Background: an optimization exercise with open tools, aiming at small area, a short achievable clock period and few clock cycles per item. Do not read the settings as production practice. Only simulation tests tie the RTL to the original design; equivalence was not proved.

// vorgen
module vorgen (
    input  wire        clk,
    input  wire        rst,
    input  wire        node_we,
    input  wire [5:0]  node_idx,
    input  wire [9:0]  node_dx,
    input  wire [8:0]  node_dy,
    input  wire [2:0]  node_dp,
    input  wire        node_dc,
    input  wire [2:0]  node_da,
    input  wire        start,
    input  wire [9:0]  start_x,
    input  wire [8:0]  start_y,
    input  wire [17:0] start_len,
    output wire        idle,
    output wire        out_valid,
    input  wire        out_ready,
    output wire [7:0]  out_byte
);
Size: roughly 17,000 cells after synthesis, roughly 2,800 flip-flops, roughly 84 I/O pins, roughly 0.16 sq mm of cells after synthesis.
==> flow/config.mk <==
export PLATFORM = sky130hd
export DESIGN_NAME = vorgen
export DESIGN_NICKNAME = vorgen
export VERILOG_FILES = /design/flow/design.v
export SDC_FILE = /design/flow/constraint.sdc
export NUM_CORES = 4
export LEC_CHECK = 0
export CAP_MARGIN = 20
export CORE_MARGIN = 2
export CORE_UTILIZATION = 40
export SLEW_MARGIN = 20
export SETUP_SLACK_MARGIN = 9
==> flow/constraint.sdc <==
create_clock -name core_clock -period 14.0 [get_ports {clk}]
set_input_delay 2.8000 -clock core_clock [delete_from_list [all_inputs] [get_ports {clk}]]
set_output_delay 2.8000 -clock core_clock [all_outputs]
set_load 0.01 [all_outputs]
standard.sh (not shown) runs the stock make flow with config.mk's settings and CLKGATE_MAP_FILE= SYNTH_SCRIPT=/design/flow/synth_recipe.tcl, a recipe that flattens the netlist after the stock synthesis.
==> flow/flow/run.sh <==
#!/bin/bash
# Standard ORFS layout (the standard.sh, standard synthesis unchanged), with the
# timing repair asked to keep a setup margin so that the achieved period shrinks.
set -euo pipefail
cat >> config.mk <<'CFG'
export SETUP_SLACK_MARGIN = 9
CFG
bash standard.sh > standard_flow.log 2>&1
Testbench counts at the start, summed over its fixed seeds: cycles 27,946, bytes 19,660.
Next try:
--- a/flow/design.v
+++ b/flow/design.v
@@ -17,18 +17,19 @@
     input  wire        out_ready,
     output wire [7:0]  out_byte
 );
     localparam N = 40;
     localparam S_IDLE  = 3'd0;
     localparam S_RUN   = 3'd1;    
     localparam S_SCAN  = 3'd2;    
     localparam S_EMIT  = 3'd3;    
     localparam S_DRAIN = 3'd4;    
+    localparam S_INIT  = 3'd5;    
     function automatic lexlt(input [20:0] a, input [5:0] ia, input [20:0] b, input [5:0] ib);
         reg [31:0] g, p;
         reg [25:0] x, y;
         integer    n, w;
         begin
             x = {a[19:0], ia};
             y = {b[19:0], ib};
             for (n = 0; n < 32; n = n + 1) begin
                 g[n] = (n < 26) ? (~x[n % 26] & y[n % 26]) : 1'b0;
@@ -201,25 +202,27 @@
     wire p_jw  = !pv_ok[1] || lexlt(c_v2, c_idx, pv_v[1], pv_i[1]);
     wire p_uw  = !pv_ok[1] || (pv_ok[0] && lexlt(pv_v[0], pv_i[0], pv_v[1], pv_i[1]));
     wire p_ins = c_ok && (p_ju || p_jw);
     wire p_slot = p_uw;
     wire w_ju  = !w_ok[0] || lexlt(c_v1, c_idx, w_v[0], w_i[0]);
     wire w_jw  = !w_ok[1] || lexlt(c_v1, c_idx, w_v[1], w_i[1]);
     wire w_uw  = !w_ok[1] || (w_ok[0] && lexlt(w_v[0], w_i[0], w_v[1], w_i[1]));
     wire w_ins = c_ok && (w_ju || w_jw);
     wire w_slot = w_uw;
-    wire scan_busy = any_beat || f_ok || h_ok || g_ok || c_ok;
+    wire scan_busy = any_beat || f_ok || h_ok || g_ok;
     wire [20:0] pb_s0 = pb_v[0] - {9'd0, pv_x[0], 2'b0};
     wire [20:0] pb_s1 = pb_v[1] - {9'd0, pv_x[1], 2'b0};
     wire        kp_ok = p_slot ? pv_ok[0] : pv_ok[1];
     wire [20:0] kp_v  = p_slot ? pn_v[0] : pn_v[1];
     wire [5:0]  kp_i  = p_slot ? pv_i[0] : pv_i[1];
-    wire        kp_far = kp_ok && lexlt(cn_v, c_idx, kp_v, kp_i);
+    wire        kp_lt0 = lexlt(cn_v, c_idx, pn_v[0], pv_i[0]);
+    wire        kp_lt1 = lexlt(cn_v, c_idx, pn_v[1], pv_i[1]);
+    wire        kp_far = kp_ok && (p_slot ? kp_lt0 : kp_lt1);
     wire [20:0] pw_v0 = pv_v[0] - {10'd0, pv_x[0], 1'b0};
     wire [20:0] pw_v1 = pv_v[1] - {10'd0, pv_x[1], 1'b0};
     wire        pb_01 = lexlt(pb_v[0], pv_i[0], pb_v[1], pv_i[1]);
     integer k;
     always @(posedge clk) begin
         for (k = 0; k < N; k = k + 1) begin
             if (init && c_ok && c_idx == k)
                 dtab[k] <= cn_v;
             else
@@ -293,33 +296,35 @@
         end else begin
             if (node_we && idle_q)
                 valid <= 1'b0;
             case (state)
                 S_IDLE: begin
                     if (start) begin
                         idle_q    <= 1'b0;
                         remaining <= start_len;
                         last      <= (start_len == 18'd1);
-                        if (valid && start_x == xe && start_y == yc) begin
+                        xe        <= start_x;
+                        yc        <= start_y;
+                        at_end    <= (start_x == 10'd798);
+                        if (valid && start_x == xe && start_y == yc)
                             state <= S_RUN;
-                        end else begin
-                            xe       <= start_x;
-                            yc       <= start_y;
-                            at_end   <= (start_x == 10'd798);
-                            init     <= 1'b1;
-                            scan_set <= {N{1'b1}};
-                    any_beat <= 1'b1;
-                            pv_ok[0] <= 1'b0; pv_ok[1] <= 1'b0;
-                            w_ok[0]  <= 1'b0; w_ok[1]  <= 1'b0;
-                            state    <= S_SCAN;
-                        end
+                        else
+                            state <= S_INIT;
                     end
                 end
+                S_INIT: begin
+                    init     <= 1'b1;
+                    scan_set <= {N{1'b1}};
+                    any_beat <= 1'b1;
+                    pv_ok[0] <= 1'b0; pv_ok[1] <= 1'b0;
+                    w_ok[0]  <= 1'b0; w_ok[1]  <= 1'b0;
+                    state    <= S_SCAN;
+                end
                 S_RUN: begin
                     if (any_beat) begin
                         init     <= 1'b0;
                         state    <= S_SCAN;
                     end
                 end
                 S_SCAN: begin
                     if (!scan_busy)
                         state <= S_EMIT;
Result: The changed run produced a clean layout; non-clock buffer count is lower by 147; worst setup slack gains 0.64 ns; via count is higher by 1.3%; count of clock-buffer cells in the layout is lower by 7; hold slack loses 0.021 ns; global-route usage is higher by 1.1 points.
Testbench counts after the change, summed over its fixed seeds: cycles 27,267, bytes 19,660.

-- static timing again, ports no longer ideal --
No port has a modelled driver above. Below, the same layouts with a new extraction and two added sets of constraints. Step 1: set_driving_cell puts a clkbuf_16 on clk and a buf_2 on each other input, an assumption about the parent block. Step 2, shift: input delay + t, output delay - t, t = (earliest + latest rising clock arrival at the registers) / 2. This alone moves slack from input paths to output paths. Slacks: ideal ports / drivers / drivers and shift; pairs: ideal ports / drivers.
| run | t (ns) | setup slack, ns | worst register clock-pin slew, ns | worst slew at a driven data input, ns | pins driven straight from the clock port |
|---|---|---|---|---|---|
| the first run | 1.058 | 8.152 / 8.152 / 7.311 | 0.07 / 0.07 | 0.15 | 1 |
| the second run | 1.052 | 8.794 / 8.794 / 8.421 | 0.07 / 0.07 | 0.06 | 1 |
After both steps every run listed still meets setup and hold. For the first run, which loses most, drivers alone change the setup slack by 0.000 ns; drivers and shift together by -0.841 ns.
